Source: an optimization exercise on an open RTL-to-GDS flow (aim: a short achievable clock period). Production flows keep margins and buffers that such runs may drop.
At most, simulation tests tie the RTL to the original design; equivalence was not proved.
Function not checked in runs 3 and 5: the RTL went through the layout flow alone.
No activity file was given, so power comes from the tool's default toggle rates.

**design/flow/design.v**
```verilog
module alarm_dueby #(
    parameter W = 16
) (
    input  wire [W-1:0] c,        
    input  wire [W-1:0] nsched,   
    input  wire [W-1:0] nextra,   
    output wire         due
);
    wire [W-1:0] s = c ^ nextra ^ nsched;
    wire [W-1:0] k = (c & nextra) | (c & nsched) | (nextra & nsched);
    wire [W-1:0] sum = s + {k[W-2:0], 1'b0};
    assign due = ~sum[W-1];
endmodule
module alarm_timer #(
    parameter TW = 32,
    parameter W  = 24,
    parameter S  = 8
) (
    input  wire          clk,
    input  wire          rst,
    input  wire [TW-1:0] now,
    input  wire [2:0]    t_op,
    input  wire [W-1:0]  t_arg,
    output wire          t_due
);
    reg  [W-1:0] nsched;
    wire [W-1:0] c  = now[S +: W];
    wire [W-1:0] na = ~t_arg;
    wire [W-1:0] nc = ~c;
    wire due;
    alarm_dueby #(.W(W)) u_cmp (
        .c      (c),
        .nsched (nsched),
        .nextra (na),
        .due    (due)
    );
    wire op_due = (t_op == 3'd3) | (t_op == 3'd4) | (t_op == 3'd5);
    assign t_due = due & op_due & ~rst;
    wire [W-1:0] n_set    = nc + na + 3;       
    wire [W-1:0] n_now    = nc + 2;            
    wire [W-1:0] n_repeat = nsched + na + 1;   
    always @(posedge clk) begin
        if (rst) begin
            nsched <= {{(W-1){1'b0}}, 1'b1};
        end else begin
            case (t_op)
                3'd1:    nsched <= n_set;
                3'd2:    nsched <= n_now;
                3'd4:    if (due) nsched <= n_now;
                3'd5:    if (due) nsched <= n_repeat;
                default: nsched <= nsched;
            endcase
        end
    end
endmodule
module dmx_frame_decoder (
    input  wire        clk,
    input  wire        rst,
    input  wire        init,
    input  wire        in_valid,
    output wire        in_ready,
    input  wire [7:0]  in_data,
    input  wire [31:0] now,
    output reg         sink_cfg_valid,
    output reg  [9:0]  sink_cfg_count,
    output reg         sink_wr_valid,
    output reg  [8:0]  sink_wr_index,
    output reg  [7:0]  sink_wr_data,
    output reg         ok_pulse,
    output reg         err_pulse,
    output reg  [7:0]  err_tag,
    output reg         ok_indicator
);
    localparam [7:0] TAG_M    = 8'h4D;
    localparam [7:0] TAG_R    = 8'h52;
    localparam [7:0] TAG_ZERO = 8'h30;
    localparam [7:0] TAG_C    = 8'h43;
    reg        st_start, st_cmd, st_low, st_high, st_data;
    reg [7:0]  low;         
    reg [9:0]  active;      
    reg [9:0]  windex;      
    reg        more;        
    reg [15:0] nidle;       
    assign in_ready = ~(rst | init);
    wire       clr    = rst | init;
    wire       accept = in_valid & ~clr;
    wire [7:0] ch     = in_data;
    wire [15:0] c     = now[15:0];
    wire [15:0] idle_sum = c + nidle;
    wire idle_due = ~idle_sum[15];
    wire is_7e = (ch == 8'h7E);
    wire is_06 = (ch == 8'h06);
    wire is_e7 = (ch == 8'hE7);
    wire resync = ~st_start & is_7e & idle_due;
    wire low_zero = (low == 8'd0);
    wire d_zero   = low_zero & (ch == 8'd0);
    wire d_over   = (ch[7:2] != 6'd0) | (ch[1] & (ch[0] | ~low_zero));
    wire d_neq    = (ch[7:2] != 6'd0) | (ch[1:0] != active[9:8]) |
                    (low != active[7:0]);
    wire d_ok     = ~d_zero & ~d_over;
    wire err_disp = (st_start & ~is_7e) | (st_cmd & ~is_06) |
                    (st_high & ~d_ok) | (st_data & ~more & ~is_e7);
    wire err      = resync | err_disp;
    wire write    = st_data & more & ~resync;
    wire fin_ok   = st_data & ~more & is_e7;
    wire [9:0] windex_inc = windex + 10'd1;
    always @(posedge clk) begin
        sink_cfg_valid <= clr | (accept & (err | (st_high & d_neq)));
        sink_wr_valid  <= accept & write;
        ok_pulse       <= accept & fin_ok;
        err_pulse      <= accept & err;
        sink_cfg_count <= (~clr & st_high & ~d_over) ? {ch[1:0], low} : 10'd0;
        sink_wr_index  <= windex[8:0];
        sink_wr_data   <= ch;
        err_tag        <= resync ? TAG_R :
                          st_high ? (d_zero ? TAG_ZERO : TAG_C) : TAG_M;
        if (clr) begin
            st_start     <= 1'b1;
            st_cmd       <= 1'b0;
            st_low       <= 1'b0;
            st_high      <= 1'b0;
            st_data      <= 1'b0;
            active       <= 10'd0;
            windex       <= 10'd0;
            ok_indicator <= 1'b0;
            nidle        <= ~c + 16'hFF39;
        end else if (accept) begin
            nidle    <= ~c + 16'hFF39;
            st_start <= ~resync & ((st_start & ~is_7e) | (st_cmd & ~is_06) |
                        (st_high & ~d_ok) | (st_data & ~more));
            st_cmd   <= resync | (st_start & is_7e);
            st_low   <= ~resync & st_cmd & is_06;
            st_high  <= ~resync & st_low;
            st_data  <= ~resync & ((st_high & d_ok) | (st_data & more));
            if (st_low)
                low <= ch;
            if (err)
                active <= 10'd0;
            else if (st_high)
                active <= {ch[1:0], low};
            windex <= write ? windex_inc : 10'd0;
            more   <= st_high | (windex_inc != active);
            if (err)
                ok_indicator <= 1'b0;
            else if (fin_ok)
                ok_indicator <= 1'b1;
        end
    end
endmodule
module dmx_core (
    input  wire        clk,
    input  wire        rst,
    input  wire [31:0] now,
    input  wire        init,
    input  wire        in_valid,
    output wire        in_ready,
    input  wire [7:0]  in_data,
    output wire        sink_cfg_valid,
    output wire [9:0]  sink_cfg_count,
    output wire        sink_wr_valid,
    output wire [8:0]  sink_wr_index,
    output wire [7:0]  sink_wr_data,
    output wire        ok_pulse,
    output wire        err_pulse,
    output wire [7:0]  err_tag,
    output wire        ok_indicator,
    input  wire [2:0]  t_op,
    input  wire [23:0] t_arg,
    output wire        t_due
);
    dmx_frame_decoder u_dec (
        .clk            (clk),
        .rst            (rst),
        .init           (init),
        .in_valid       (in_valid),
        .in_ready       (in_ready),
        .in_data        (in_data),
        .now            (now),
        .sink_cfg_valid (sink_cfg_valid),
        .sink_cfg_count (sink_cfg_count),
        .sink_wr_valid  (sink_wr_valid),
        .sink_wr_index  (sink_wr_index),
        .sink_wr_data   (sink_wr_data),
        .ok_pulse       (ok_pulse),
        .err_pulse      (err_pulse),
        .err_tag        (err_tag),
        .ok_indicator   (ok_indicator)
    );
    alarm_timer #(
        .TW (32),
        .W  (24),
        .S  (8)
    ) u_timer (
        .clk   (clk),
        .rst   (rst),
        .now   (now),
        .t_op  (t_op),
        .t_arg (t_arg),
        .t_due (t_due)
    );
endmodule
```
**design/flow/flow/run.sh**
```bash
#!/bin/bash
# The standard layout, with the full-adder / half-adder cell extraction of
# synthesis turned off so that ABC maps the arithmetic to plain gates.
set -euo pipefail
bash standard.sh ADDER_MAP_FILE= finish > standard.log 2>&1
```
**design/flow/standard.sh**
```bash
#!/bin/bash
# synth_recipe.tcl (not shown) runs the flow's synth.tcl, then flattens the netlist and writes it again
# the make line also repeats each setting of config.mk as NAME=value (left out here)
make -C /OpenROAD-flow-scripts/flow DESIGN_CONFIG=/design/flow/config.mk WORK_HOME=/design/flow/orfs CLKGATE_MAP_FILE= SYNTH_SCRIPT=/design/flow/synth_recipe.tcl "${@:-finish}"
```
**design/flow/config.mk**
```make
export PLATFORM = sky130hd
export DESIGN_NAME = dmx_core
export DESIGN_NICKNAME = dmx_core
export VERILOG_FILES = /design/flow/design.v
export SDC_FILE = /design/flow/constraint.sdc
export NUM_CORES = 4
export LEC_CHECK = 0
export ABC_CLOCK_PERIOD_IN_PS = 3000
export CAP_MARGIN = 20
export CORE_MARGIN = 2
export CORE_UTILIZATION = 40
export SETUP_SLACK_MARGIN = 3.0
export SLEW_MARGIN = 20
```
**design/flow/constraint.sdc**
```tcl
create_clock -name core_clock -period 7.0 [get_ports {clk}]
set_input_delay 1.4000 -clock core_clock [delete_from_list [all_inputs] [get_ports {clk}]]
set_output_delay 1.4000 -clock core_clock [all_outputs]
set_load 0.01 [all_outputs]
```
==> impl_metrics.tcl, run 1 <==
set metrics [dict create \
    dieArea_mm2 0.02572 \
    core-area_mm2 0.02418 \
    rsz0062_at_grt "true" \
    yosysWarnings 2 \
    io_pins 113 \
    timing.rr.end "u_timer.nsched[19]$_SDFFE_PP0P_" \
    synth.distinct_cells 87 \
    synth_nets 1357 \
    ys_ff_latch 112 \
    highest-signal-layer "met4" \
    place_hpwl_um 20930 \
    overflow 0 \
    synth.largest_area_cell "dfxtp_1" \
    cts_buffers 9 \
    clkTransAtPathRegs_ps 80 \
    avgSynthCellArea_um2 7.604 \
    slew_violations 0 \
    die_h_um 160.4 \
    status "complete, no violations" \
    grt_pass1_vias 8797 \
    worst_hold_slack_ps 418.4 \
    clock-skew-final_ps 13.04 \
    diodes 0 \
    maxCapViolations 0 \
    dr_wl_met2_um 13930 \
    htree_levels 3 \
    fillCellCount 2330 \
    cts_hold_buf 0 \
    start_util_pct 40.45 \
    multiInputGateArea_mm2 0.007360 \
    r2r_slack_ps 3420 \
    cp-startpoint "now[8]" \
    p_per_area_mw_per_mm2 194.1 \
    fmax_mhz 194.8 \
    ir_drop_mv 0.1252 \
    end_kind "primary output" \
    timing.slew.headroom_pct 39.25 \
    ys_seq_area_share_pct 25.49 \
    hold_violations 0 \
    rows 57 \
    cts_tree "done" \
    p_leak_uw 0.004635 \
    routedWlPerCell_um 16.95 \
    path_class "in -> out" \
    grt_use_total_pct 22.25 \
    cts_sinks 112 \
    tightest_slew_ps 910.2 \
    async_reset_ff_share_pct 0 \
    grt_pass1_wl_um 46480 \
    r2r_cells 16 \
    wirelength_um 29370 \
    startpoint_type "primary input" \
    synth.top_cell.area_share_pct 17.81 \
    yosys.cell_count.top_type "nor2_1" \
    clockBufferDepth 2 \
    die_w_um 160.4 \
    fin_crit_sh_pct 73.32 \
    r2r-start "u_timer.nsched[14]$_SDFFE_PP0P_" \
    synthCells 1286 \
    syn_area_mm2 0.009779 \
    drtPass1Iterations 5 \
    tns_ps 0 \
    portBuffers 111 \
    path_max_fanout 3 \
    m1WireLength_um 13690 \
    hp-class "reg -> reg" \
    vias_per_cell 5.564 \
    cts-root-buf "clkbuf_16" \
    setup_viol 0 \
    synthFlopType "dfxtp_1" \
    drt_iter0_drc 760 \
    drive_gt1_share_pct 20.30 \
    crit_required_ps 5600 \
    synth_edf_count 25 \
    period_needed_ps 5132 \
    synthTopCellsByCount "nor2_1, xnor2_1, nand2_1" \
    area_delta_synth_final_pct 27.51 \
    vias 9643 \
    nets 1475 \
    arrival_ps 3730 \
    met3_length_um 1382 \
    register_area_mm2 0.002492 \
    synthTopCellsByArea "dfxtp_1, xnor2_1, edfxtp_1" \
    drcViolationCount 0 \
    gp_congestion 0.8500 \
    grt_max_degree 32 \
    cp-endpoint "t_due" \
    ant_nets 0 \
    antenna_found_initial 0 \
    clk_latency_ps 370 \
]
[cells by family after synthesis]
group,count (synthesis),synth area share (%)
fa+ha+maj,40,4.120
simple gates,458,23.30
mux,14,1.471
compound gates,356,24.41
xor+xnor,168,15.48
flops,112,25.49
buf+inv,137,5.694
other cells,1,0.03835
[timing repair]
| item | CTS | global route |
|---|---|---|
| setup buffers | 45 | 8 |
| pin swaps | 63 | 40 |
| setup endpoints to repair | 50 | 43 |
| gates cloned | 2 | 3 |
| resized for setup | 326 | 70 |
| hold endpoints to repair | 0 | 0 |
[report_power, final]
group / switching [µW] / internal [µW] / leakage (µW)
logic: 589 / 516 / 0.00353
registers: 63.0 / 706 / 0.000953
clock network: 285 / 261 / 0.000153
total: 937 / 1480 / 0.00464
[cell type report]
| class | instances | share of cell area [%] |
|---|---|---|
| Timing Repair inverter | 1 | 0.05017 |
| Clock inverter | 7 | 0.7124 |
| Timing Repair Buffer | 184 | 13.40 |
| Multi-Input combinational cell | 1039 | 59.02 |
| Inverter | 57 | 1.776 |
| Clock buffer | 9 | 1.806 |
| Sequential cell | 112 | 19.99 |
| Tap cell | 324 | 3.251 |
[flip-flops by register name, summed over array words and instances (netlist names), 6 cells and up]
| register | flops |
|---|---|
| u_dec.windex | 10 |
| u_dec.low | 8 |
| u_dec.err_tag | 6 |
| u_dec.sink_wr_index | 9 |
| u_timer.nsched | 24 |
| u_dec.sink_wr_data | 8 |
| u_dec.active | 10 |
| u_dec.nidle | 16 |
| u_dec.sink_cfg_count | 10 |
[worst max-delay path: stages]
cell	delay, ps
buf_6	90
buf_6	110
maj3_2	320
a311o_1	370
o221ai_2	80
o211ai_1	130
a31o_2	290
a31oi_4	180
o22ai_4	100
xor2_2	160
a211oi_2	310
buf_2	190
[metal layers]
layer  up-vias  track usage, %
met3        26           3.228
li1       4834               -
met4         0           4.341
met5         -               0
met1      4536           30.57
met2       247           37.45
[stage by stage]
step	total power, µW	setup slack [ps]	instances	util [%]	cell area [µm²]
3_5_place_dp	1671	536.0	1659	46.18	11170
2_1_floorplan	1451	2155	1286	-	9906
3_3_place_gp	1662	591.0	1659	46.18	11170
4_1_cts	2372	1916	1722	50.94	12320
5_1_grt	2558	1811	1733	51.58	12470
6_report	2420	1868	1733	51.58	12470
[how the worst min path moves through the flow]
| stage | start | end | slack, ps | cells past startpoint |
|---|---|---|---|---|
| 2_1_floorplan | u_dec.windex[1]$_SDFFE_PN0P_ | u_dec.sink_wr_index[1]$_DFF_P_ | 330 | 0 |
| 4_1_cts | u_dec.windex[8]$_SDFFE_PN0P_ | u_dec.sink_wr_index[8]$_DFF_P_ | 410 | 0 |
| 6_report | u_dec.windex[8]$_SDFFE_PN0P_ | u_dec.sink_wr_index[8]$_DFF_P_ | 420 | 0 |
| 3_5_place_dp | u_dec.windex[8]$_SDFFE_PN0P_ | u_dec.sink_wr_index[8]$_DFF_P_ | 390 | 0 |
| 5_1_grt | u_dec.windex[8]$_SDFFE_PN0P_ | u_dec.sink_wr_index[8]$_DFF_P_ | 430 | 0 |
| 3_3_place_gp | u_dec.windex[8]$_SDFFE_PN0P_ | u_dec.sink_wr_index[8]$_DFF_P_ | 400 | 0 |
[layout by cell type, fill, tap and decap left out, types with 11 or more instances in the layout]
cell and n:
nor2b_1 20, xnor2_1 98, xnor2_2 11, o21ai_1 14, o21a_1 11, nand2_1 95
o21ai_0 78, maj3_1 26, buf_2 18, nor3_1 50, dfxtp_1 87, xor2_1 49
a211oi_1 18, maj3_2 14, and2_1 23, o22ai_1 20, buf_6 12, buf_4 68
inv_1 47, mux2i_1 11, a22o_1 12, a21oi_1 73, nand2b_1 24, edfxtp_1 25
nand3_1 32, clkdlybuf4s50_1 55, nor2_1 117
==> run 2, diff against run 1 <==
==> design/flow/run.sh (new file) <==
#!/bin/bash
# synth_recipe.tcl (not shown) runs the flow's synth.tcl, then flattens the netlist and writes it again
# the make line also repeats each setting of config.mk as NAME=value (left out here)
make -C /OpenROAD-flow-scripts/flow DESIGN_CONFIG=/design/flow/config.mk WORK_HOME=/design/flow/orfs CLKGATE_MAP_FILE= SYNTH_SCRIPT=/design/flow/synth_recipe.tcl finish
removed: design/flow/flow/run.sh
removed: design/flow/standard.sh
==> run 2 against run 1 <==
  * Via count fell by 11%
  * Register-to-register slack lost 180 ps
  * Synthesized area down 7.1%
  * Still clean on timing, DRC and antenna
  * Sequential cell count unchanged
  * Critical endpoint unchanged
  * Largest power group unchanged
  * Clock power up 3%
  * Combinational power grew 4%
  * Critical path depth down 1
  * Count of clock-buffer cells in the layout increased by 1
  * Sequential share of layout area increased by 0.79 points
  * Final cell count shrank 12%
  * Sequential power shrank 3.0%
  * First-iteration DRC count is 33% lower
  * Largest cell class unchanged
==> impl_metrics.tcl, run 2 <==
set metrics [dict create \
    status "complete, no violations" \
    setup_viol 0 \
    grt_use_total_pct 22.50 \
    maxCapViolations 0 \
    synthTopCellsByCount "ha_1, inv_1, dfxtp_1" \
    die_w_um 154.7 \
    worst_path_largest_cell_delay_ps 540 \
    clk_latency_ps 360 \
    routedWlPerCell_um 18.09 \
    yosysWarnings 2 \
    crit_chain "buf_2 > fa_1 > inv_2 > ha_4 > a21oi_1 > o21ai_2 > a221oi_2 > nand3_2 > xnor2_1 > and3_1 > buf_2" \
    grt_pass1_vias 8303 \
    syn_area_mm2 0.009086 \
    synthFlopType "dfxtp_1" \
    htree_levels 3 \
    clock-skew-final_ps 11.65 \
    crit_required_ps 5600 \
    ys_seq_area_share_pct 27.43 \
    gp_congestion 0.8662 \
    fillCellCount 2034 \
    synth.top_cell.area_share_pct 19.17 \
    clkTransAtPathRegs_ps 80 \
    highest-signal-layer "met4" \
    antenna_found_initial 0 \
    synth_nets 1267 \
    largest_reg_flops 24 \
    ir_drop_mv 0.1172 \
    ys_ff_latch 112 \
    fin_crit_sh_pct 71.75 \
    m1WireLength_um 12770 \
    end_kind "primary output" \
    grt_pass1_wl_um 42800 \
    dr_wl_met2_um 12420 \
    slew_violations 0 \
    grt_max_degree 25 \
    fmax_mhz 199.1 \
    met3_length_um 1368 \
    tightest_slew_ps 864.6 \
    hold_violations 0 \
    wirelength_um 27500 \
    synth_edf_count 25 \
    drtPass1Iterations 5 \
    tns_ps 0 \
    synth.largest_area_cell "dfxtp_1" \
    drcViolationCount 0 \
    core-area_mm2 0.02243 \
    start_util_pct 40.50 \
    die_h_um 154.7 \
    layout_common_cells "ha_1, dfxtp_1, nor2_1, inv_1, xnor2_1" \
    regMostFlops "u_timer.nsched" \
    diodes 0 \
    cts_sinks 112 \
    layout_commonest_cell "ha_1" \
    power_uw 2455 \
    period_needed_ps 5023 \
    cts_tree "done" \
    synthCells 1062 \
    rsz0062_at_grt "true" \
    crit_top_cell "buf_2" \
    arrival_ps 3620 \
    ant_nets 0 \
    vias 8543 \
    synthTopCellsByArea "dfxtp_1, ha_1, edfxtp_1" \
    critical_path.top_delay_family "adder cells" \
    drive_gt1_share_pct 21.21 \
    vias_per_cell 5.620 \
    rows 55 \
    overflow 0 \
    place_hpwl_um 19190 \
    hp-class "reg -> reg" \
    largest_registers "u_timer.nsched (24), u_dec.nidle (16)" \
    avgSynthCellArea_um2 8.556 \
    crit_path_top_delay_cell "fa_1" \
    cts_buffers 9 \
    synth.distinct_cells 64 \
    worst_hold_slack_ps 408.7 \
    drt_iter0_drc 506 \
    io_pins 113 \
    cts-root-buf "clkbuf_16" \
    path_class "in -> out" \
    crit_buf_inv 3 \
    yosys.cell_count.top_type "ha_1" \
    area_delta_synth_final_pct 32.00 \
    timing.slew.headroom_pct 42.30 \
    p_leak_uw 0.005090 \
    dieArea_mm2 0.02394 \
    path_max_fanout 3 \
    startpoint_type "primary input" \
    p_per_area_mw_per_mm2 204.7 \
    clockBufferDepth 2 \
    nets 1435 \
    portBuffers 111 \
    async_reset_ff_share_pct 0 \
]
==> run 2: metrics by stage <==
| stage | worst slack (ps) | utilization [%] | instance area (µm²) | instances |
|---|---|---|---|---|
| 6_report | 1977 | 53.46 | 11990 | 1520 |
| 2_1_floorplan | 2319 | - | 9181 | 1062 |
| 3_3_place_gp | 734.4 | 47.07 | 10560 | 1439 |
| 5_1_grt | 1872 | 53.46 | 11990 | 1520 |
| 3_5_place_dp | 780.3 | 47.07 | 10560 | 1439 |
| 4_1_cts | 2051 | 52.02 | 11670 | 1503 |
==> run 2: layout make-up <==
type / count / area, µm² / share of cell area, %
multi-input cells: 824 / 6812 / 56.79
flip-flops and latches: 112 / 2492 / 20.78
repair buffers: 178 / 1599 / 13.33
inverters: 105 / 411.6 / 3.432
well taps: 285 / 356.6 / 2.973
clock buffers: 10 / 250.2 / 2.086
clock inverters: 6 / 72.57 / 0.6050
==> run 2: worst paths after layout <==
check                                                     start                         endpoint  slack (ps)  depth (start not counted)
worst min-delay path               u_dec.windex[8]$_SDFFE_PN0P_   u_dec.sink_wr_index[8]$_DFF_P_         410                          0
worst min register to register     u_dec.windex[8]$_SDFFE_PN0P_   u_dec.sink_wr_index[8]$_DFF_P_         410                          0
worst max register to register  u_timer.nsched[22]$_SDFFE_PP0P_  u_timer.nsched[22]$_SDFFE_PP0P_        3240                         15
worst max-delay path                                  t_arg[13]                            t_due        1980                         11
==> run 2: routing by layer <==
| layer | global-route usage, % | up-vias |
|---|---|---|
| li1 | - | 4165 |
| met1 | 30.24 | 4075 |
| met2 | 36.33 | 234 |
| met3 | 2.886 | 69 |
| met4 | 9.921 | 0 |
| met5 | 0 | - |
==> run 2: cells by family after synthesis <==
| group | share of synthesized area (%) |
|---|---|
| flip-flops | 27.43 |
| other | 0.04127 |
| AO/OA/AOI/OAI | 19.10 |
| XOR/XNOR | 9.061 |
| multiplexers | 0.8813 |
| buffers and inverters | 5.549 |
| AND/OR/NAND/NOR | 17.50 |
| adder cells (fa/ha/maj) | 20.44 |
==> run 2: report_power, final <==
| part | switching (µW) | total [µW] | internal (µW) |
|---|---|---|---|
| sequential | 39.5 | 746 | 706 |
| combinational | 627 | 1150 | 522 |
| clock | 280 | 560 | 280 |
| total | 947 | 2450 | 1510 |
==> run 2: worst register-to-register path, stage by stage, from the launching register on <==
cell,delay (ps)
dfxtp_1,390
inv_1,80
fa_1,550
inv_2,50
ha_4,250
nand4_1,160
buf_4,190
nor2_2,100
a221oi_2,90
buf_4,140
buf_4,120
a21oi_1,630
or3_4,320
o21ai_0,110
a31o_2,240
o221a_2,220
==> run 2: repair_timing <==
action,CTS,global route
gates cloned,2,5
buffers inserted,46,12
hold buffers,0,0
resized for setup,305,60
pin swaps,76,35
endpoints found under the setup margin,39,40
==> run 3, diff against run 2 <==
--- a/design/flow/design.v
+++ b/design/flow/design.v
@@ -8,8 +8,32 @@
 );
     wire [W-1:0] s = c ^ nextra ^ nsched;
     wire [W-1:0] k = (c & nextra) | (c & nsched) | (nextra & nsched);
-    wire [W-1:0] sum = s + {k[W-2:0], 1'b0};
-    assign due = ~sum[W-1];
+    localparam N = W - 1;
+    wire [N-1:0] kk = {k[N-2:0], 1'b0};
+    wire [N-1:0] g0 = s[N-1:0] & kk;
+    wire [N-1:0] p0 = s[N-1:0] | kk;
+    localparam L = $clog2(N);
+    wire [N-1:0] g [0:L];
+    wire [N-1:0] p [0:L];
+    assign g[0] = g0;
+    assign p[0] = p0;
+    genvar l, i;
+    generate
+        for (l = 0; l < L; l = l + 1) begin : lvl
+            for (i = 0; i < N; i = i + 1) begin : bt
+                if (i >= (1 << l)) begin : comb
+                    assign g[l+1][i] = g[l][i] | (p[l][i] & g[l][i - (1 << l)]);
+                    assign p[l+1][i] = p[l][i] & p[l][i - (1 << l)];
+                end else begin : thru
+                    assign g[l+1][i] = g[l][i];
+                    assign p[l+1][i] = p[l][i];
+                end
+            end
+        end
+    endgenerate
+    wire carry = g[L][N-1];       
+    wire top   = s[W-1] ^ k[W-2];
+    assign due = ~(top ^ carry);
 endmodule
 module alarm_timer #(
     parameter TW = 32,
==> run 3 against run 2 <==
  * Still clean on timing, DRC and antenna
  * Synthesized cell count shrank 4.0%
  * Non-clock buffer count fell by 3
  * Worst hold slack got worse by 5.9 ps
  * Die area is 2.1% lower
  * Sequential power increased by 0.5%
  * First-iteration DRC count increased by 0.59%
  * Critical path type unchanged
  * Largest cell class unchanged
==> impl_metrics.tcl, run 3 <==
set metrics [dict create \
    cp-endpoint "t_due" \
    start_util_pct 40.75 \
    r2r-start "u_timer.nsched[16]$_SDFFE_PP0P_" \
    cts_buffers 9 \
    ys_ff_latch 112 \
    path_class "in -> out" \
    crit_chain "buf_4 > fa_2 > a22oi_2 > o32ai_4 > a211oi_2 > o22ai_2 > a21oi_2 > xnor2_1 > nor3_2 > buf_2" \
    cp-startpoint "now[24]" \
    timing.rr.end "u_timer.nsched[2]$_SDFFE_PP0P_" \
    startpoint_type "primary input" \
    yosysWarnings 3 \
    routedWlPerCell_um 18.76 \
    arrival_ps 3360 \
    vias 8255 \
    gp_congestion 0.9365 \
    setup_viol 0 \
    synthFlopType "dfxtp_1" \
    clockBufferDepth 2 \
    tightest_slew_ps 1192 \
    drt_iter0_drc 509 \
    worst_path_largest_cell_delay_ps 610 \
    grt_use_total_pct 22.68 \
    fin_crit_sh_pct 68.03 \
    p_leak_uw 0.004829 \
    rows 54 \
    ant_nets 0 \
    synth.top_cell.area_share_pct 19.58 \
    regMostFlops "u_timer.nsched" \
    clkTransAtPathRegs_ps 80 \
    antenna_found_initial 0 \
    period_needed_ps 4762 \
    cts_tree "done" \
    drtPass1Iterations 5 \
    slew_violations 0 \
    end_kind "primary output" \
    syn_area_mm2 0.008894 \
    clk_latency_ps 370 \
    overflow 0 \
    synth_nets 1203 \
    nets 1360 \
    grt_pass1_vias 8132 \
    portBuffers 111 \
    avgSynthCellArea_um2 8.728 \
    tns_ps 0 \
    synthCells 1019 \
    layout_common_cells "dfxtp_1, ha_1, nor2_1, xnor2_1, clkdlybuf4s50_1" \
    dr_wl_met2_um 13320 \
    path_max_fanout 4 \
    m1WireLength_um 12050 \
    grt_pass1_wl_um 42900 \
    wirelength_um 27410 \
    synth.distinct_cells 82 \
    io_pins 113 \
    place_hpwl_um 19530 \
    cp_num_cells 10 \
    largest_registers "u_timer.nsched (24), u_dec.nidle (16)" \
    synth_edf_count 25 \
    drive_gt1_share_pct 22.61 \
    critical_path.top_delay_family "compound AO/OA/AOI/OAI gates" \
    async_reset_ff_share_pct 0 \
    fmax_mhz 210.0 \
    r2r_slack_ps 3830 \
    status "complete, no violations" \
    vias_per_cell 5.650 \
    diodes 0 \
    htree_levels 3 \
    crit_buf_inv 2 \
    r2r_cells 11 \
    fillCellCount 2020 \
    timing.slew.headroom_pct 20.52 \
    ir_drop_mv 0.1161 \
    die_h_um 153.1 \
    dieArea_mm2 0.02344 \
    grt_max_degree 47 \
    p_per_area_mw_per_mm2 214.2 \
    yosys.cell_count.top_type "ha_1" \
    core-area_mm2 0.02182 \
    synthTopCellsByCount "ha_1, dfxtp_1, nor2_1" \
    ys_seq_area_share_pct 28.02 \
    crit_path_top_delay_cell "fa_2" \
    largest_reg_flops 24 \
    drcViolationCount 0 \
    synthTopCellsByArea "dfxtp_1, ha_1, edfxtp_1" \
    highest-signal-layer "met4" \
    rsz0062_at_grt "true" \
    fin_util_pct 53.45 \
    cts_hold_buf 0 \
    layout_commonest_cell "dfxtp_1" \
    clock-skew-final_ps 16.69 \
    cts_sinks 112 \
    die_w_um 153.1 \
    synth.largest_area_cell "dfxtp_1" \
    maxCapViolations 0 \
    cts-root-buf "clkbuf_16" \
    met3_length_um 1205 \
    crit_required_ps 5600 \
    area_delta_synth_final_pct 31.15 \
    hp-class "reg -> reg" \
    hold_violations 0 \
]
-- run 3: cell count changes in the layout (fill, tap and decap cells not counted), sizes merged, moves of 8 or more --
cell and change:
a22o +15, a22oi -14, buf -10, ha -21, inv -28, nand2 -8, o21ai -8, o22ai +11
-- run 3: worst min path at each step --
stage | endpoint | startpoint | cells after the start | slack (ps)
2_1_floorplan | u_dec.sink_wr_index[2]$_DFF_P_ | u_dec.windex[2]$_SDFFE_PN0P_ | 0 | 330
3_3_place_gp | u_dec.sink_wr_index[1]$_DFF_P_ | u_dec.windex[1]$_SDFFE_PN0P_ | 0 | 400
3_5_place_dp | u_dec.sink_wr_index[8]$_DFF_P_ | u_dec.windex[8]$_SDFFE_PN0P_ | 0 | 390
4_1_cts | u_dec.sink_wr_index[8]$_DFF_P_ | u_dec.windex[8]$_SDFFE_PN0P_ | 0 | 400
5_1_grt | u_dec.sink_wr_index[8]$_DFF_P_ | u_dec.windex[8]$_SDFFE_PN0P_ | 0 | 410
6_report | u_dec.sink_wr_index[8]$_DFF_P_ | u_dec.windex[8]$_SDFFE_PN0P_ | 0 | 400
-- run 3: logic make-up after synthesis --
| kind of cell | Yosys count | synth area share [%] |
|---|---|---|
| AND/OR/NAND/NOR | 300 | 16.87 |
| AO/OA/AOI/OAI | 288 | 22.61 |
| adder cells (fa/ha/maj) | 113 | 17.92 |
| flip-flops | 112 | 28.02 |
| buffers and inverters | 106 | 4.657 |
| XOR/XNOR | 95 | 9.356 |
| multiplexers | 4 | 0.5205 |
| other | 1 | 0.04217 |
-- run 3: per-stage QoR --
| step | power, µW | worst slack [ps] | cell area [µm²] | hold WS [ps] | instances |
|---|---|---|---|---|---|
| 5_1_grt | 2638 | 2154 | 11660 | 409.8 | 1461 |
| 6_report | 2499 | 2238 | 11660 | 402.9 | 1461 |
| 3_3_place_gp | 1668 | 971.8 | 10290 | 399.5 | 1384 |
| 4_1_cts | 2401 | 2200 | 11340 | 401.0 | 1445 |
| 3_5_place_dp | 1674 | 952.9 | 10290 | 389.9 | 1384 |
| 2_1_floorplan | 1413 | 2609 | 8926 | 329.0 | 1019 |
-- run 3: routing by layer --
layer	vias up	track usage, %
met1	3903	29.73
met4	0	7.892
met2	244	38.37
met5	-	0
li1	4048	-
met3	60	3.062
-- run 3: what timing repair did --
| item | 4_1_cts | 5_1_grt |
|---|---|---|
| endpoints found under the setup margin | 48 | 38 |
| buffers inserted | 45 | 15 |
| gates cloned | 0 | 1 |
| gates resized for setup | 290 | 60 |
| pin swaps | 76 | 48 |
-- run 3: final cells by class --
class,instances,area [µm²],share of cell area (%)
Multi-Input combinational cell,802,6676,57.24
Sequential cell,112,2492,21.37
Timing Repair Buffer,175,1539,13.19
Tap cell,280,350.3,3.004
Inverter,76,290.3,2.489
Clock buffer,11,264.0,2.263
Clock inverter,5,51.30,0.4398
-- run 3: where the power goes --
part           switching (µW)  internal (µW)  leakage [µW]
clock                     272            283      0.000157
combinational             665            530       0.00372
sequential               43.4            707      0.000954
total                     980           1520       0.00483
==> run 4, diff against run 3 <==
--- a/design/flow/design.v
+++ b/design/flow/design.v
@@ -12,7 +12,7 @@
     wire [N-1:0] kk = {k[N-2:0], 1'b0};
     wire [N-1:0] g0 = s[N-1:0] & kk;
     wire [N-1:0] p0 = s[N-1:0] | kk;
-    localparam L = $clog2(N);
+    localparam L = (N > 32) ? 6 : (N > 16) ? 5 : (N > 8) ? 4 : (N > 4) ? 3 : (N > 2) ? 2 : 1;
     wire [N-1:0] g [0:L];
     wire [N-1:0] p [0:L];
     assign g[0] = g0;
==> run 4 against run 3 <==
  * Still clean
  * Global-route usage unchanged
  * Synthesized cell count stayed put
  * Setup slack unchanged
  * Worst hold slack did not move
  * Synthesized area is the same
  * Via count is the same
  * Register-to-register slack about the same
  * Highest routed layer unchanged
==> impl_metrics.tcl, run 4 <==
set metrics [dict create \
    status "complete, no violations" \
    synth.largest_area_cell "dfxtp_1" \
    place_hpwl_um 19530 \
    syn_area_mm2 0.008894 \
    synthTopCellsByArea "dfxtp_1, ha_1, edfxtp_1" \
    yosysWarnings 3 \
    nets 1360 \
    rows 54 \
    dieArea_mm2 0.02344 \
    start_util_pct 40.75 \
    startpoint_type "primary input" \
    fin_cells 1461 \
    cts-root-buf "clkbuf_16" \
    vias 8255 \
    place_area_mm2 0.01029 \
    r2r_slack_ps 3830 \
    vias_per_cell 5.650 \
    drive_gt1_share_pct 22.61 \
    setup_viol 0 \
    critical_path.top_delay_family "compound AO/OA/AOI/OAI gates" \
    synthCells 1019 \
    worst_hold_slack_ps 402.9 \
    p_leak_uw 0.004829 \
    grt_use_total_pct 22.68 \
    ant_nets 0 \
    synth.distinct_cells 82 \
    ys_ff_latch 112 \
    drcViolationCount 0 \
    grt_max_degree 47 \
    path_class "in -> out" \
    portBuffers 111 \
    async_reset_ff_share_pct 0 \
    grt_pass1_wl_um 42900 \
    io_pins 113 \
    ir_drop_mv 0.1161 \
    wirelength_um 27410 \
    crit_chain "buf_4 > fa_2 > a22oi_2 > o32ai_4 > a211oi_2 > o22ai_2 > a21oi_2 > xnor2_1 > nor3_2 > buf_2" \
    core-area_mm2 0.02182 \
    crit_required_ps 5600 \
    rsz0062_at_grt "true" \
    overflow 0 \
    cts_sinks 112 \
    crit_buf_inv 2 \
    drtPass1Iterations 5 \
    clock-skew-final_ps 16.69 \
    regMostFlops "u_timer.nsched" \
    dp.cells 1384 \
    avgSynthCellArea_um2 8.728 \
    layout_common_cells "dfxtp_1, ha_1, nor2_1, xnor2_1, clkdlybuf4s50_1" \
    synthTopCellsByCount "ha_1, dfxtp_1, nor2_1" \
    die_h_um 153.1 \
    path_max_fanout 4 \
    maxCapViolations 0 \
    area_delta_synth_final_pct 31.15 \
    routedWlPerCell_um 18.76 \
    ys_seq_area_share_pct 28.02 \
    worst_path_largest_cell_delay_ps 610 \
    die_w_um 153.1 \
    fin_crit_sh_pct 68.03 \
    synth_edf_count 25 \
    largest_registers "u_timer.nsched (24), u_dec.nidle (16)" \
    tns_ps 0 \
    slew_violations 0 \
    hold_violations 0 \
    largest_reg_flops 24 \
    period_needed_ps 4762 \
    final_area_mm2 0.01166 \
    arrival_ps 3360 \
    layout_commonest_cell "dfxtp_1" \
    fmax_mhz 210.0 \
    drt_iter0_drc 509 \
    clkTransAtPathRegs_ps 80 \
    grt_pass1_vias 8132 \
    htree_levels 3 \
    clockBufferDepth 2 \
    crit_path_top_delay_cell "fa_2" \
    clk_latency_ps 370 \
    synth_nets 1203 \
    diodes 0 \
    end_kind "primary output" \
    tightest_slew_ps 1192 \
    synthFlopType "dfxtp_1" \
    antenna_found_initial 0 \
    synth.top_cell.area_share_pct 19.58 \
    cts_buffers 9 \
    fillCellCount 2020 \
    hp-class "reg -> reg" \
    yosys.cell_count.top_type "ha_1" \
    cts_tree "done" \
    power_uw 2499 \
    gp_congestion 0.9365 \
    p_per_area_mw_per_mm2 214.2 \
    timing.slew.headroom_pct 20.52 \
]
run 4: worst paths after layout:
kind                              startpoint                              to  depth (start not counted)
max                                  now[24]                           t_due                         10
min reg2reg     u_dec.windex[8]$_SDFFE_PN0P_  u_dec.sink_wr_index[8]$_DFF_P_                          0
max reg2reg  u_timer.nsched[16]$_SDFFE_PP0P_  u_timer.nsched[2]$_SDFFE_PP0P_                         11
min             u_dec.windex[8]$_SDFFE_PN0P_  u_dec.sink_wr_index[8]$_DFF_P_                          0
run 4: what timing repair did:
| action | 4_1_cts | 5_1_grt |
|---|---|---|
| endpoints found under the hold margin | 0 | 0 |
| setup endpoints to repair | 48 | 38 |
| gates cloned | 0 | 1 |
| gates resized for setup | 290 | 60 |
| pin swaps | 76 | 48 |
| setup buffers | 45 | 15 |
| hold buffers | 0 | 0 |
run 4: cell families after synthesis:
group | after synthesis | share of synthesized area [%]
fa+ha+maj | 113 | 17.92
compound gates | 288 | 22.61
buf+inv | 106 | 4.657
simple gates | 300 | 16.87
flops | 112 | 28.02
xor+xnor | 95 | 9.356
mux | 4 | 0.5205
other cells | 1 | 0.04217
run 4: power breakdown:
part | switching [µW] | internal [µW] | total (µW)
registers | 43.4 | 707 | 750
logic | 665 | 530 | 1190
clock network | 272 | 283 | 554
total | 980 | 1520 | 2500
run 4: layout make-up:
cell class	count	area [µm²]	share of cell area, %
clock buffers	11	264.0	2.263
clock inverters	5	51.30	0.4398
inverters	76	290.3	2.489
multi-input cells	802	6676	57.24
flip-flops and latches	112	2492	21.37
well taps	280	350.3	3.004
repair buffers	175	1539	13.19
run 4: stage by stage:
step / utilization (%) / worst slack (ps)
final: 53.45 / 2238
after floorplan: - / 2609
after global placement: 47.13 / 971.8
after detailed placement: 47.13 / 952.9
after CTS: 51.98 / 2200
after global routing: 53.45 / 2154
run 4: routing by layer:
layer | vias up | track usage (%) | share of wire [%]
met1 | 3903 | 29.73 | 44
met3 | 60 | 3.062 | 4.4
met5 | - | 0 | 0
met4 | 0 | 7.892 | 3.0
li1 | 4048 | - | -
met2 | 244 | 38.37 | 49
==> run 5, diff against run 4 <==
--- a/design/flow/design.v
+++ b/design/flow/design.v
@@ -12,7 +12,7 @@
     wire [N-1:0] kk = {k[N-2:0], 1'b0};
     wire [N-1:0] g0 = s[N-1:0] & kk;
     wire [N-1:0] p0 = s[N-1:0] | kk;
-    localparam L = (N > 32) ? 6 : (N > 16) ? 5 : (N > 8) ? 4 : (N > 4) ? 3 : (N > 2) ? 2 : 1;
+    localparam L = $clog2(N);
     wire [N-1:0] g [0:L];
     wire [N-1:0] p [0:L];
     assign g[0] = g0;
==> design/flow/flow/run.sh (new file) <==
#!/bin/bash
# The standard layout (standard.sh), with the standard flow's synthesis run through
# synth_delay.tcl: the same synthesis, but ABC maps the logic with the
# delay-driven abc_delay.script, and the full-/half-adder cell extraction is
# off so that ABC sees the arithmetic as plain logic. Everything after
# synthesis is the standard flow. Output goes to standard.log; each tool's
# own log is under orfs/logs/.
set -euo pipefail
here=$(cd "$(dirname "${BASH_SOURCE[0]}")" && pwd)
export FLOW_SYNTH_TCL="$PWD/synth_recipe.tcl"
bash standard.sh SYNTH_SCRIPT="$here/synth_delay.tcl" ADDER_MAP_FILE= finish > standard.log 2>&1
==> design/flow/flow/abc_delay.script (new file) <==
strash
dch -f
map -D 500
topo
buffer -c
upsize -c -D 500
dnsize -c -D 500
==> design/flow/flow/synth_delay.tcl (new file) <==
# The standard flow's synthesis (synth_recipe.tcl, beside the work folder) with one change:
# the ABC run that maps the logic uses the delay-driven script in this folder
# (classic "map" with a tight delay target) instead of ORFS's abc_speed.script.
# Registers, their names and cell types are left exactly as the standard flow's synthesis
# makes them.
set ::delay_abc_script [file join [file dirname [info script]] abc_delay.script]
proc abc {args} {
    set i [lsearch -exact $args -script]
    if { $i >= 0 } {
        set args [lreplace $args [expr {$i + 1}] [expr {$i + 1}] $::delay_abc_script]
    }
    yosys abc {*}$args
}
source $::env(FLOW_SYNTH_TCL)
==> design/flow/standard.sh (new file) <==
#!/bin/bash
# synth_recipe.tcl (not shown) runs the flow's synth.tcl, then flattens the netlist and writes it again
# the make line also repeats each setting of config.mk as NAME=value (left out here)
make -C /OpenROAD-flow-scripts/flow DESIGN_CONFIG=/design/flow/config.mk WORK_HOME=/design/flow/orfs CLKGATE_MAP_FILE= SYNTH_SCRIPT=/design/flow/synth_recipe.tcl "${@:-finish}"
--- a/design/flow/config.mk
+++ b/design/flow/config.mk
@@ -5,7 +5,6 @@
 export SDC_FILE = /design/flow/constraint.sdc
 export NUM_CORES = 4
 export LEC_CHECK = 0
-export ABC_CLOCK_PERIOD_IN_PS = 3000
 export CAP_MARGIN = 20
 export CORE_MARGIN = 2
 export CORE_UTILIZATION = 40
removed: design/flow/run.sh
==> run 5 against run 4 <==
  * Combinational power fell by 18%
  * Non-clock buffer count fell by 11
  * Critical path type unchanged
  * Highest routed layer unchanged
  * Still clean on timing, DRC and antenna
  * Worst hold slack worse by 31 ps
  * Synthesized cell count up 67%
  * Sequential share of layout area decreased by 2.6 points
  * Die area increased by 18%
  * Critical endpoint unchanged
  * Utilization shrank 2.3 points
  * Critical path depth increased by 1
==> impl_metrics.tcl, run 5 <==
set metrics [dict create \
    drtPass1Iterations 6 \
    synthFlopType "dfxtp_1" \
    synth_nets 1775 \
    end_kind "primary output" \
    hold_depth 0 \
    grt_use_total_pct 31.21 \
    crit_required_ps 5600 \
    vias_per_cell 6.033 \
    path_max_fanout 7 \
    grt_max_degree 25 \
    synth_edf_count 25 \
    place_hpwl_um 34630 \
    crit_chain "buf_12 > nor2_1 > nand3b_1 > nand3_1 > a41oi_2 > o211ai_1 > nand3_2 > nand3_2 > nand2_2 > a211oi_2 > buf_2" \
    r2r_cells 14 \
    status "complete, no violations" \
    period_needed_ps 4539 \
    yosys.cell_count.top_type "nand2_1" \
    slew_violations 0 \
    place_ws_ps 1275 \
    tightest_slew_ps 929.6 \
    antenna_found_initial 1 \
    ir_drop_mv 0.1188 \
    ys_seq_area_share_pct 23.55 \
    synth.largest_area_cell "dfxtp_1" \
    crit_top_cell "nand3_2" \
    cts_buffers 9 \
    fin_cells 2181 \
    synth.top_cell.area_share_pct 16.46 \
    timing.slew.headroom_pct 37.95 \
    async_reset_ff_share_pct 0 \
    avgSynthCellArea_um2 6.211 \
    grt_pass1_vias 11860 \
    fmax_mhz 220.3 \
    clk_latency_ps 380 \
    gp_congestion 1.006 \
    routedWlPerCell_um 20.69 \
    cts_sinks 112 \
    power_uw 2292 \
    synthCells 1704 \
    die_w_um 166.7 \
    wirelength_um 45130 \
    vias 13160 \
    p_per_area_mw_per_mm2 172.3 \
    start_util_pct 40.73 \
    hp-class "reg -> reg" \
    fillCellCount 2686 \
    hold_violations 0 \
    dp.cells 2117 \
    htree_levels 3 \
    rows 59 \
    clock-skew-final_ps 19.79 \
    cts_tree "done" \
    drt_iter0_drc 1753 \
    layout_commonest_cell "nand2_1" \
    rsz0062_at_grt "true" \
    die_h_um 166.7 \
    fin_crit_sh_pct 64.84 \
    critical_path.top_delay_family "compound AO/OA/AOI/OAI gates" \
    syn_area_mm2 0.01058 \
    dieArea_mm2 0.02778 \
    worst_slack_ps 2461 \
    regMostFlops "u_timer.nsched" \
    yosysWarnings 3 \
    p_leak_uw 0.005577 \
    maxCapViolations 0 \
    core-area_mm2 0.02598 \
    io_pins 113 \
    cp_num_cells 11 \
    startpoint_type "primary input" \
    layout_common_cells "nand2_1, nand3_1, nor2_1, inv_1, a21oi_1" \
    overflow 0 \
    clockBufferDepth 2 \
    tns_ps 0 \
    ys_ff_latch 112 \
    drcViolationCount 0 \
    grt_pass1_wl_um 68220 \
    worst_path_largest_cell_delay_ps 430 \
    synthTopCellsByArea "dfxtp_1, nand2_1, nand3_1" \
    largest_reg_flops 24 \
    crit_path_top_delay_cell "o211ai_1" \
    crit_buf_inv 2 \
    cts-root-buf "clkbuf_16" \
    portBuffers 111 \
    synth.distinct_cells 70 \
    nets 1911 \
    arrival_ps 3140 \
    drive_gt1_share_pct 19.30 \
    setup_viol 0 \
    largest_registers "u_timer.nsched (24), u_dec.nidle (16)" \
    area_delta_synth_final_pct 25.68 \
    synthTopCellsByCount "nand2_1, nand3_1, nor2_1" \
    path_class "in -> out" \
    clkTransAtPathRegs_ps 100 \
    ant_nets 0 \
]
[run 5: cell count changes in the layout (fill, tap and decap cells not counted), moves of 44 or more]
cell and delta:
a21oi_1 +49, ha_1 -81, inv_1 +63, nand2_1 +312, nand2_2 +48, nand3_1 +148, nand4_1 +82, nor2_1 +81
o21ai_0 +44, xnor2_1 -56
[run 5: kinds of logic after synthesis]
group | after synthesis | share of synthesized area, %
buffers and inverters | 198 | 7.814
XOR/XNOR | 34 | 2.885
flip-flops | 112 | 23.55
AO/OA/AOI/OAI | 374 | 22.39
AND/OR/NAND/NOR | 985 | 43.33
other | 1 | 0.03543
[run 5: area by class of cell]
| cell class | count | area [µm²] | area share [%] |
|---|---|---|---|
| Clock inverter | 7 | 101.3 | 0.7619 |
| Clock buffer | 9 | 225.2 | 1.693 |
| Timing Repair Buffer | 164 | 1454 | 10.93 |
| Inverter | 159 | 644.4 | 4.844 |
| Multi-Input combinational cell | 1394 | 7963 | 59.86 |
| Sequential cell | 112 | 2492 | 18.74 |
| Tap cell | 335 | 419.2 | 3.151 |
| Antenna cell | 1 | 2.502 | 0.01881 |
[run 5: path summary, 6_finish.rpt]
path                                   from                         endpoint  slack, ps
max                                t_arg[2]                            t_due       2460
min            u_dec.windex[2]$_SDFFE_PN0P_   u_dec.sink_wr_index[2]$_DFF_P_        370
max reg2reg  u_timer.nsched[2]$_SDFFE_PP0P_  u_timer.nsched[17]$_SDFFE_PP0P_       3730
min reg2reg    u_dec.windex[2]$_SDFFE_PN0P_   u_dec.sink_wr_index[2]$_DFF_P_        370
[run 5: metrics by stage]
stage | cell area (µm²) | hold WS, ps | utilization (%)
finish | 13300 | 372.3 | 51.19
detailed placement | 12110 | 359.4 | 46.59
floorplan | 10820 | 350.7 | -
CTS | 13150 | 368.5 | 50.62
global route | 13300 | 366.1 | 51.18
global placement | 12110 | 359.1 | 46.59
[run 5: report_power, final]
| part | switching [µW] | total, µW | internal, µW |
|---|---|---|---|
| combinational | 654 | 977 | 322 |
| sequential | 33.1 | 727 | 694 |
| clock | 323 | 589 | 266 |
| total | 1010 | 2290 | 1280 |
[run 5: what timing repair did]
| item | 4_1_cts | 5_1_grt |
|---|---|---|
| setup endpoints to repair | 45 | 22 |
| hold buffers | 0 | 0 |
| buffers inserted | 41 | 5 |
| pin swaps | 40 | 12 |
| resized for setup | 384 | 32 |
[run 5: layer usage]
metal  part of all wire (%)  global-route usage [%]  wire (µm)  vias to the layer above
met4                    2.5                   8.471       1141                        0
met5                      0                       0          0                        -
li1                       -                       -          -                     6284
met1                     45                   44.36      20340                     6153
met2                     43                   47.93      19370                      641
met3                    9.5                   6.464       4274                       81
==> run 6, diff against run 5 <==
--- a/design/flow/design.v
+++ b/design/flow/design.v
@@ -12,7 +12,7 @@
     wire [N-1:0] kk = {k[N-2:0], 1'b0};
     wire [N-1:0] g0 = s[N-1:0] & kk;
     wire [N-1:0] p0 = s[N-1:0] | kk;
-    localparam L = $clog2(N);
+    localparam L = (N > 32) ? 6 : (N > 16) ? 5 : (N > 8) ? 4 : (N > 4) ? 3 : (N > 2) ? 2 : 1;
     wire [N-1:0] g [0:L];
     wire [N-1:0] p [0:L];
     assign g[0] = g0;
--- a/design/flow/config.mk
+++ b/design/flow/config.mk
@@ -7,6 +7,6 @@
 export LEC_CHECK = 0
 export CAP_MARGIN = 20
 export CORE_MARGIN = 2
-export CORE_UTILIZATION = 40
-export SETUP_SLACK_MARGIN = 3.0
+export CORE_UTILIZATION = 60
+export SETUP_SLACK_MARGIN = 4.0
 export SLEW_MARGIN = 20
==> run 6 against run 5 <==
  * The run now fails in global routing (5_1_grt)
  * Synthesized area unchanged
  * Synthesized cell count unchanged
==> impl_metrics.tcl, run 6 <==
set metrics [dict create \
    yosysWarnings 3 \
    yosys.cell_count.top_type "nand2_1" \
    error_line "[ERROR GRT-0232] Routing congestion too high. Check the congestion heatmap in the GUI." \
    synthFlopType "dfxtp_1" \
    cts-root-buf "clkbuf_16" \
    lastStage "global routing (5_1_grt)" \
    place_area_mm2 0.01202 \
    io_pins 113 \
    cts_hold_buf 0 \
    overflow 69 \
    gp_congestion 1.117 \
    die_w_um 136.8 \
    status "stopped before the end" \
    htree_levels 3 \
    synth_edf_count 25 \
    place_hpwl_um 31580 \
    avgSynthCellArea_um2 6.211 \
    postGrtWorstEndpoint "t_due" \
    portBuffers 111 \
    synth.largest_area_cell "dfxtp_1" \
    async_reset_ff_share_pct 0 \
    cts_buffers 9 \
    clockBufferDepth 2 \
    synthTopCellsByArea "dfxtp_1, nand2_1, nand3_1" \
    syn_area_mm2 0.01058 \
    synthTopCellsByCount "nand2_1, nand3_1, nor2_1" \
    synth.distinct_cells 70 \
    synth.top_cell.area_share_pct 16.46 \
    ys_ff_latch 112 \
    grt_use_total_pct 74.28 \
    grt_max_degree 26 \
    rows 48 \
    synth_nets 1775 \
    start_util_pct 61.19 \
    ys_seq_area_share_pct 23.55 \
    synthCells 1704 \
    die_h_um 136.8 \
    worst_endpoint_kind "primary output" \
    cts_sinks 112 \
]
==> run 6: cell counts after synthesis <==
Identical to the previous run, type by type.
==> run 6: power groups by stage <==
stage / sequential (µW) / clock (µW) / combinational [µW]
after floorplan: 732 / 0 / 567
after global placement: 735 / 0 / 800
after detailed placement: 737 / 0 / 813
after CTS: 724 / 580 / 1010
==> run 6: layer usage <==
metal | GRT overflow | track usage, %
met1 | 0 | 75.30
met2 | 29 | 91.33
met5 | 0 | 11.11
met4 | 40 | 75.60
met3 | 0 | 57.44
==> run 6: what timing repair did <==
action	4_1_cts
setup endpoints to repair	92
pin swaps	82
setup buffers	87
gates resized for setup	477
hold endpoints to repair	0
gates cloned	9
==> run 6: worst min path at each step <==
stage / start / endpoint / cells past startpoint
4_1_cts: u_dec.windex[2]$_SDFFE_PN0P_ / u_dec.sink_wr_index[2]$_DFF_P_ / 0
3_3_place_gp: u_dec.windex[2]$_SDFFE_PN0P_ / u_dec.sink_wr_index[2]$_DFF_P_ / 0
3_5_place_dp: u_dec.windex[2]$_SDFFE_PN0P_ / u_dec.sink_wr_index[2]$_DFF_P_ / 0
2_1_floorplan: u_dec.windex[4]$_SDFFE_PN0P_ / u_dec.sink_wr_index[4]$_DFF_P_ / 0
==> run 6: kinds of logic after synthesis <==
kind of cell	count (synthesis)	share of synthesized area, %
buffers and inverters	198	7.814
other	1	0.03543
and+or+nand+nor	985	43.33
AOI/OAI and AO/OA	374	22.39
xor gates and xnor gates	34	2.885
DFF	112	23.55
==> run 6: metrics by stage <==
stage	hold slack [ps]	total power, µW	setup slack (ps)	std cells
2_1_floorplan	350.7	1299	2951	1704
3_3_place_gp	357.9	1535	1179	2004
3_5_place_dp	364.2	1550	1196	2004
4_1_cts	376.9	2311	2454	2116
==> run 7, diff against run 6 <==
--- a/design/flow/config.mk
+++ b/design/flow/config.mk
@@ -7,6 +7,7 @@
 export LEC_CHECK = 0
 export CAP_MARGIN = 20
 export CORE_MARGIN = 2
-export CORE_UTILIZATION = 60
-export SETUP_SLACK_MARGIN = 4.0
+export CORE_UTILIZATION = 50
+export PLACE_DENSITY = 0.7
+export SETUP_SLACK_MARGIN = 3.0
 export SLEW_MARGIN = 20
==> run 7 against run 6 <==
  * The run now finishes clean
  * Synthesized area unchanged
  * Synthesized cell count stayed put
==> impl_metrics.tcl, run 7 <==
set metrics [dict create \
    status "complete, no violations" \
    hp-class "reg -> reg" \
    die_h_um 149.5 \
    arrival_ps 3220 \
    area_delta_synth_final_pct 22.26 \
    drive_gt1_share_pct 18.44 \
    worst_hold_slack_ps 376.5 \
    synth_top_family_by_area "simple AND/OR/NAND/NOR gates" \
    start_util_pct 50.67 \
    end_kind "primary output" \
    period_needed_ps 4616 \
    clock-skew-final_ps 30.70 \
    setup_viol 0 \
    ir_drop_mv 0.1851 \
    yosys.cell_count.top_type "nand2_1" \
    tns_ps 0 \
    path_class "in -> out" \
    wirelength_um 42880 \
    synthAdderAreaFrac_pct 0 \
    cts_buffers 9 \
    rsz0062_at_grt "true" \
    slew_violations 0 \
    crit_required_ps 5600 \
    hold_depth 0 \
    synth.area.mux_share_pct 0 \
    ys_ff_latch 112 \
    cts_hold_buf 0 \
    crit_top_cell "nand2_2" \
    grt_pass1_wl_um 65240 \
    clockBufferDepth 2 \
    drcViolationCount 0 \
    cts_tree "done" \
    synth_nets 1775 \
    crit_chain "buf_2 > inv_2 > nand2_2 > nand2_2 > nand2_2 > nand3_2 > nand4_1 > nor3_4 > nand3_2 > nand3_2 > nand2_2 > a211oi_2 > buf_4" \
    grt_pass1_vias 12270 \
    dieArea_mm2 0.02235 \
    synthFlopType "dfxtp_1" \
    gp_congestion 1.051 \
    die_w_um 149.5 \
    portBuffers 111 \
    vias_per_cell 6.313 \
    p_leak_uw 0.005487 \
    ys_seq_area_share_pct 23.55 \
    worst_path_largest_cell_delay_ps 310 \
    synth.distinct_cells 70 \
    synth_edf_count 25 \
    syn_area_mm2 0.01058 \
    place_hpwl_um 32430 \
    synth.largest_area_cell "dfxtp_1" \
    synth.top_cell.area_share_pct 16.46 \
    crit_buf_inv 3 \
    fin_util_pct 61.95 \
    crit_path_top_delay_cell "nor3_4" \
    hold_violations 0 \
    cp_num_cells 13 \
    fin_cells 2114 \
    synth-simple-area-share_pct 43.33 \
    async_reset_ff_share_pct 0 \
    timing.slew.headroom_pct 37.64 \
    htree_levels 3 \
    avgSynthCellArea_um2 6.211 \
    synthTopCellsByArea "dfxtp_1, nand2_1, nand3_1" \
    cts-root-buf "clkbuf_16" \
    dp.cells 2056 \
    r2r_cells 16 \
    critical_path.top_delay_family "simple AND/OR/NAND/NOR gates" \
    core-area_mm2 0.02089 \
    grt_max_degree 25 \
    synthTopCellsByCount "nand2_1, nand3_1, nor2_1" \
    fmax_mhz 216.7 \
    grt_use_total_pct 37.59 \
    p_per_area_mw_per_mm2 171.1 \
    rows 53 \
    synthCells 1704 \
    drtPass1Iterations 7 \
    maxCapViolations 0 \
    nets 1904 \
    synth-compound-area-share_pct 22.39 \
    path_max_fanout 6 \
    tightest_slew_ps 934.4 \
    yosys.area_share.xor_xnor_pct 2.885 \
    vias 13350 \
    largest_registers "u_timer.nsched (24), u_dec.nidle (16)" \
    layout_common_cells "nand2_1, nand3_1, nor2_1, inv_1, a21oi_1" \
    overflow 0 \
    regMostFlops "u_timer.nsched" \
    yosysWarnings 3 \
    cts_sinks 112 \
    largest_reg_flops 24 \
    io_pins 113 \
    startpoint_type "primary input" \
    clk_latency_ps 390 \
    fin_crit_sh_pct 65.94 \
    routedWlPerCell_um 20.28 \
    layout_commonest_cell "nand2_1" \
    drt_iter0_drc 1373 \
    clkTransAtPathRegs_ps 90 \
    antenna_found_initial 2 \
    ant_nets 0 \
]
==> run 7: cell counts after synthesis <==
Identical to the previous run, type by type.
==> run 7: repair_timing <==
action,in CTS,in global routing
gates resized for setup,326,42
cloned,0,0
setup buffers,34,7
pin swaps,29,13
endpoints found under the setup margin,45,20
==> run 7: metal layers <==
layer  track usage, %  vias to the layer above  wire length, µm
met5                0                        -               13
met4            19.05                        2             2116
met3            7.500                      154             4367
met2            60.92                      748            19330
met1            47.50                     6157            17050
li1                 -                     6284                -
==> run 7: cells by family (layout without fill, tap and decap cells) <==
group                  count (synthesis)  after routing
other                                  1              2
AO/OA/AOI/OAI                        374            374
XOR/XNOR                              34             34
buffers and inverters                198            332
flip-flops                           112            112
AND/OR/NAND/NOR                      985            985
==> run 7: stage by stage <==
step                      setup slack, ps  area (µm²)  power, µW
final                                2384       12940       2214
after global routing                 2315       12940       2304
after CTS                            2473       12830       2162
after detailed placement             1243       12020       1559
after global placement               1239       12020       1554
after floorplan                      2951       10820       1294
==> run 7: power breakdown <==
part / total, µW / leakage, µW / internal, µW / switching, µW
clock: 554 / 0.000141 / 253 / 302
sequential: 727 / 0.000954 / 694 / 33.7
combinational: 932 / 0.00439 / 306 / 626
total: 2210 / 0.00549 / 1250 / 962
==> run 7: final cells by class <==
type	instances	area, µm²
Antenna cell	1	2.502
Clock buffer	10	229.0
Clock inverter	6	57.56
Fill cell	2002	7949
Inverter	159	636.9
Multi-Input combinational cell	1394	7840
Sequential cell	112	2492
Tap cell	275	344.1
Timing Repair Buffer	157	1338
==> run 7: final timing paths <==
path                                           to                            start  slack, ps
setup reg to reg  u_timer.nsched[23]$_SDFFE_PP0P_  u_timer.nsched[18]$_SDFFE_PP0P_       3630
hold reg to reg    u_dec.sink_wr_index[7]$_DFF_P_     u_dec.windex[7]$_SDFFE_PN0P_        380
hold / removal     u_dec.sink_wr_index[7]$_DFF_P_     u_dec.windex[7]$_SDFFE_PN0P_        380
setup / recovery                            t_due                        t_arg[18]       2380
==> run 7: worst register-to-register path, stage by stage, from the launching register on <==
cell and delay (ps):
dfxtp_1 490, inv_1 160, nand2_2 150, nand2_2 90
nand2_2 80, nand3_2 90, buf_4 150, nand4_1 80
nand2_1 100, a21oi_2 210, buf_4 150, nand3_2 90
buf_4 150, nand2_2 70, nand3_2 710, nand3b_1 350
o211a_1 170
==> run 8, diff against run 7 <==
--- a/design/flow/config.mk
+++ b/design/flow/config.mk
@@ -7,7 +7,6 @@
 export LEC_CHECK = 0
 export CAP_MARGIN = 20
 export CORE_MARGIN = 2
-export CORE_UTILIZATION = 50
-export PLACE_DENSITY = 0.7
+export CORE_UTILIZATION = 40
 export SETUP_SLACK_MARGIN = 3.0
 export SLEW_MARGIN = 20
==> run 8 against run 7 <==
  * Still clean on timing, DRC and antenna
  * Via count is 1.4% lower
  * Register-to-register slack better by 100 ps
  * Utilization is 11 points lower
  * Clock skew is 11 ps lower
  * Final cell count is 3.2% higher
  * Sequential cell count stayed put
  * Power is 3.5% higher
  * Wire length is 5.3% higher
  * Critical path type unchanged
  * Largest power group unchanged
==> impl_metrics.tcl, run 8 <==
set metrics [dict create \
    layout_common_cells "nand2_1, nand3_1, nor2_1, inv_1, a21oi_1" \
    largest_reg_flops 24 \
    multiInputGateArea_mm2 0.007963 \
    fillCellCount 2686 \
    vias 13160 \
    end_kind "primary output" \
    dieArea_mm2 0.02778 \
    area_delta_synth_final_pct 25.68 \
    maxCapViolations 0 \
    clockBufferDepth 2 \
    wirelength_um 45130 \
    largest_registers "u_timer.nsched (24), u_dec.nidle (16)" \
    clock-skew-final_ps 19.79 \
    crit_buf_inv 2 \
    grt_max_degree 25 \
    critical_path.top_delay_family "compound AO/OA/AOI/OAI gates" \
    avgSynthCellArea_um2 6.211 \
    tns_ps 0 \
    rows 59 \
    crit_path_top_delay_cell "o211ai_1" \
    worst_path_largest_cell_delay_ps 430 \
    yosys.cell_count.top_type "nand2_1" \
    hold_end "u_dec.sink_wr_index[2]$_DFF_P_" \
    nets 1911 \
    path_class "in -> out" \
    ys_ff_latch 112 \
    die_w_um 166.7 \
    r2r_cells 14 \
    hold_path_startpoint "u_dec.windex[2]$_SDFFE_PN0P_" \
    p_per_area_mw_per_mm2 172.3 \
    r2r-start "u_timer.nsched[2]$_SDFFE_PP0P_" \
    clkTransAtPathRegs_ps 100 \
    worst_hold_slack_ps 372.3 \
    p_leak_uw 0.005577 \
    path_max_fanout 7 \
    synthCells 1704 \
    hp-class "reg -> reg" \
    r2r_slack_ps 3730 \
    core-area_mm2 0.02598 \
    timing.rr.end "u_timer.nsched[17]$_SDFFE_PP0P_" \
    async_reset_ff_share_pct 0 \
    yosysWarnings 3 \
    synth-simple-area-share_pct 43.33 \
    timing.slew.headroom_pct 37.95 \
    layout_commonest_cell "nand2_1" \
    cts_hold_buf 0 \
    ant_nets 0 \
    cts_tree "done" \
    yosys.area_share.xor_xnor_pct 2.885 \
    synthTopCellsByCount "nand2_1, nand3_1, nor2_1" \
    grt_pass1_wl_um 68220 \
    cts-root-buf "clkbuf_16" \
    startpoint_type "primary input" \
    drcViolationCount 0 \
    drtPass1Iterations 6 \
    synthAdderAreaFrac_pct 0 \
    start_util_pct 40.73 \
    hold_depth 0 \
    hold_violations 0 \
    tightest_slew_ps 929.6 \
    slew_violations 0 \
    synth_edf_count 25 \
    routedWlPerCell_um 20.69 \
    gp_congestion 1.006 \
    ys_seq_area_share_pct 23.55 \
    synthFlopType "dfxtp_1" \
    antenna_found_initial 1 \
    synth.largest_area_cell "dfxtp_1" \
    clk_latency_ps 380 \
    fin_crit_sh_pct 64.84 \
    arrival_ps 3140 \
    register_area_mm2 0.002492 \
    synth.top_cell.area_share_pct 16.46 \
    crit_required_ps 5600 \
    regMostFlops "u_timer.nsched" \
    grt_use_total_pct 31.21 \
    crit_chain "buf_12 > nor2_1 > nand3b_1 > nand3_1 > a41oi_2 > o211ai_1 > nand3_2 > nand3_2 > nand2_2 > a211oi_2 > buf_2" \
    ir_drop_mv 0.1188 \
    syn_area_mm2 0.01058 \
    synth.distinct_cells 70 \
    cts_buffers 9 \
    crit_top_cell "nand3_2" \
    portBuffers 111 \
    status "complete, no violations" \
    synth-compound-area-share_pct 22.39 \
    synth_top_family_by_area "simple AND/OR/NAND/NOR gates" \
    synth.area.mux_share_pct 0 \
    setup_viol 0 \
    drt_iter0_drc 1753 \
    drive_gt1_share_pct 19.30 \
    grt_pass1_vias 11860 \
    place_hpwl_um 34630 \
    synth_nets 1775 \
    synthTopCellsByArea "dfxtp_1, nand2_1, nand3_1" \
    dp.cells 2117 \
    htree_levels 3 \
    fin_cells 2181 \
    overflow 0 \
    vias_per_cell 6.033 \
    fmax_mhz 220.3 \
    period_needed_ps 4539 \
    rsz0062_at_grt "true" \
    cts_sinks 112 \
    die_h_um 166.7 \
    io_pins 113 \
]
-- run 8: cell counts after synthesis --
Identical to the previous run, type by type.
-- run 8: area by class of cell --
cell class | instances | share of cell area, %
inverter | 159 | 4.844
tap | 335 | 3.151
sequential | 112 | 18.74
clock inverter | 7 | 0.7619
clock buffer | 9 | 1.693
timing repair buffer | 164 | 10.93
multi-input combinational | 1394 | 59.86
antenna | 1 | 0.01881
-- run 8: worst max-delay path by stage --
stage	from	to	slack, ps	cells past startpoint
6_report	t_arg[2]	t_due	2460	11
3_5_place_dp	now[15]	t_due	1280	12
4_1_cts	t_arg[2]	t_due	2520	11
5_1_grt	t_arg[14]	t_due	2390	12
3_3_place_gp	now[15]	t_due	1270	12
2_1_floorplan	t_arg[10]	t_due	2950	9
-- run 8: cells by family (layout without fill, tap and decap cells) --
| kind of cell | after synthesis | count (layout) |
|---|---|---|
| flops | 112 | 112 |
| compound gates | 374 | 374 |
| other cells | 1 | 2 |
| xor+xnor | 34 | 34 |
| simple gates | 985 | 985 |
| buf+inv | 198 | 339 |
-- run 8: power breakdown --
| group | total [µW] | switching, µW | internal, µW |
|---|---|---|---|
| logic | 977 | 654 | 322 |
| registers | 727 | 33.1 | 694 |
| clock network | 589 | 323 | 266 |
-- run 8: worst register-to-register path, cell delays in order (launching register included) --
cell,delay [ps]
dfxtp_1,500
inv_1,100
nand2_2,110
nand3_2,90
nand3_1,110
a41oi_2,140
o211ai_1,430
nand3_2,180
nand3_2,140
nand2_2,70
buf_4,130
nand3_1,440
buf_4,370
nand4_1,200
a21oi_1,200
-- run 8: what timing repair did --
action                                  4_1_cts  5_1_grt
buffers inserted                             41        5
endpoints found under the setup margin       45       22
gates resized for setup                     384       32
gates cloned                                  0        0
pin swaps                                    40       12
-- run 8: metrics by stage --
| stage | setup slack (ps) | util [%] | power [µW] | instance area, µm² |
|---|---|---|---|---|
| after floorplan | 2951 | - | 1294 | 10820 |
| after global placement | 1268 | 46.59 | 1577 | 12110 |
| after detailed placement | 1275 | 46.59 | 1576 | 12110 |
| after CTS | 2524 | 50.62 | 2250 | 13150 |
| after global routing | 2387 | 51.18 | 2393 | 13300 |
| final | 2461 | 51.19 | 2292 | 13300 |
-- run 8: layer usage --
metal | routed length, µm | GRT usage, % | vias to the layer above
li1 | - | - | 6284
met1 | 20340 | 44.36 | 6153
met2 | 19370 | 47.93 | 641
met3 | 4274 | 6.464 | 81
met4 | 1141 | 8.471 | 0
met5 | 0 | 0 | -

-- separate check: timing with driven ports --
No port has a modelled driver above. Below, the same layouts with a new extraction and two added sets of constraints. Step 1, drivers: a clkbuf_16 drives clk and a buf_2 each remaining input, both assumed. Step 2, shift: input delay + t, output delay - t, t = (earliest + latest rising clock arrival at the registers) / 2. This alone moves slack from input paths to output paths. Slacks: ideal / step 1 / step 2; pairs: ideal / step 1.
run	t, ns	setup slack, ns	slew at the worst register clock pin (ns)
run 1	0.409	1.868 / 1.826 / 1.826	0.09 / 0.09
run 2	0.402	1.977 / 1.893 / 1.893	0.09 / 0.09
run 3	0.406	2.238 / 2.181 / 2.133	0.09 / 0.09
run 4	0.406	2.238 / 2.181 / 2.133	0.09 / 0.09
run 5	0.422	2.461 / 2.379 / 2.379	0.10 / 0.10
run 7	0.425	2.384 / 2.365 / 2.365	0.11 / 0.11
run 8	0.422	2.461 / 2.379 / 2.379	0.10 / 0.10
After both steps every run listed still meets setup and hold.
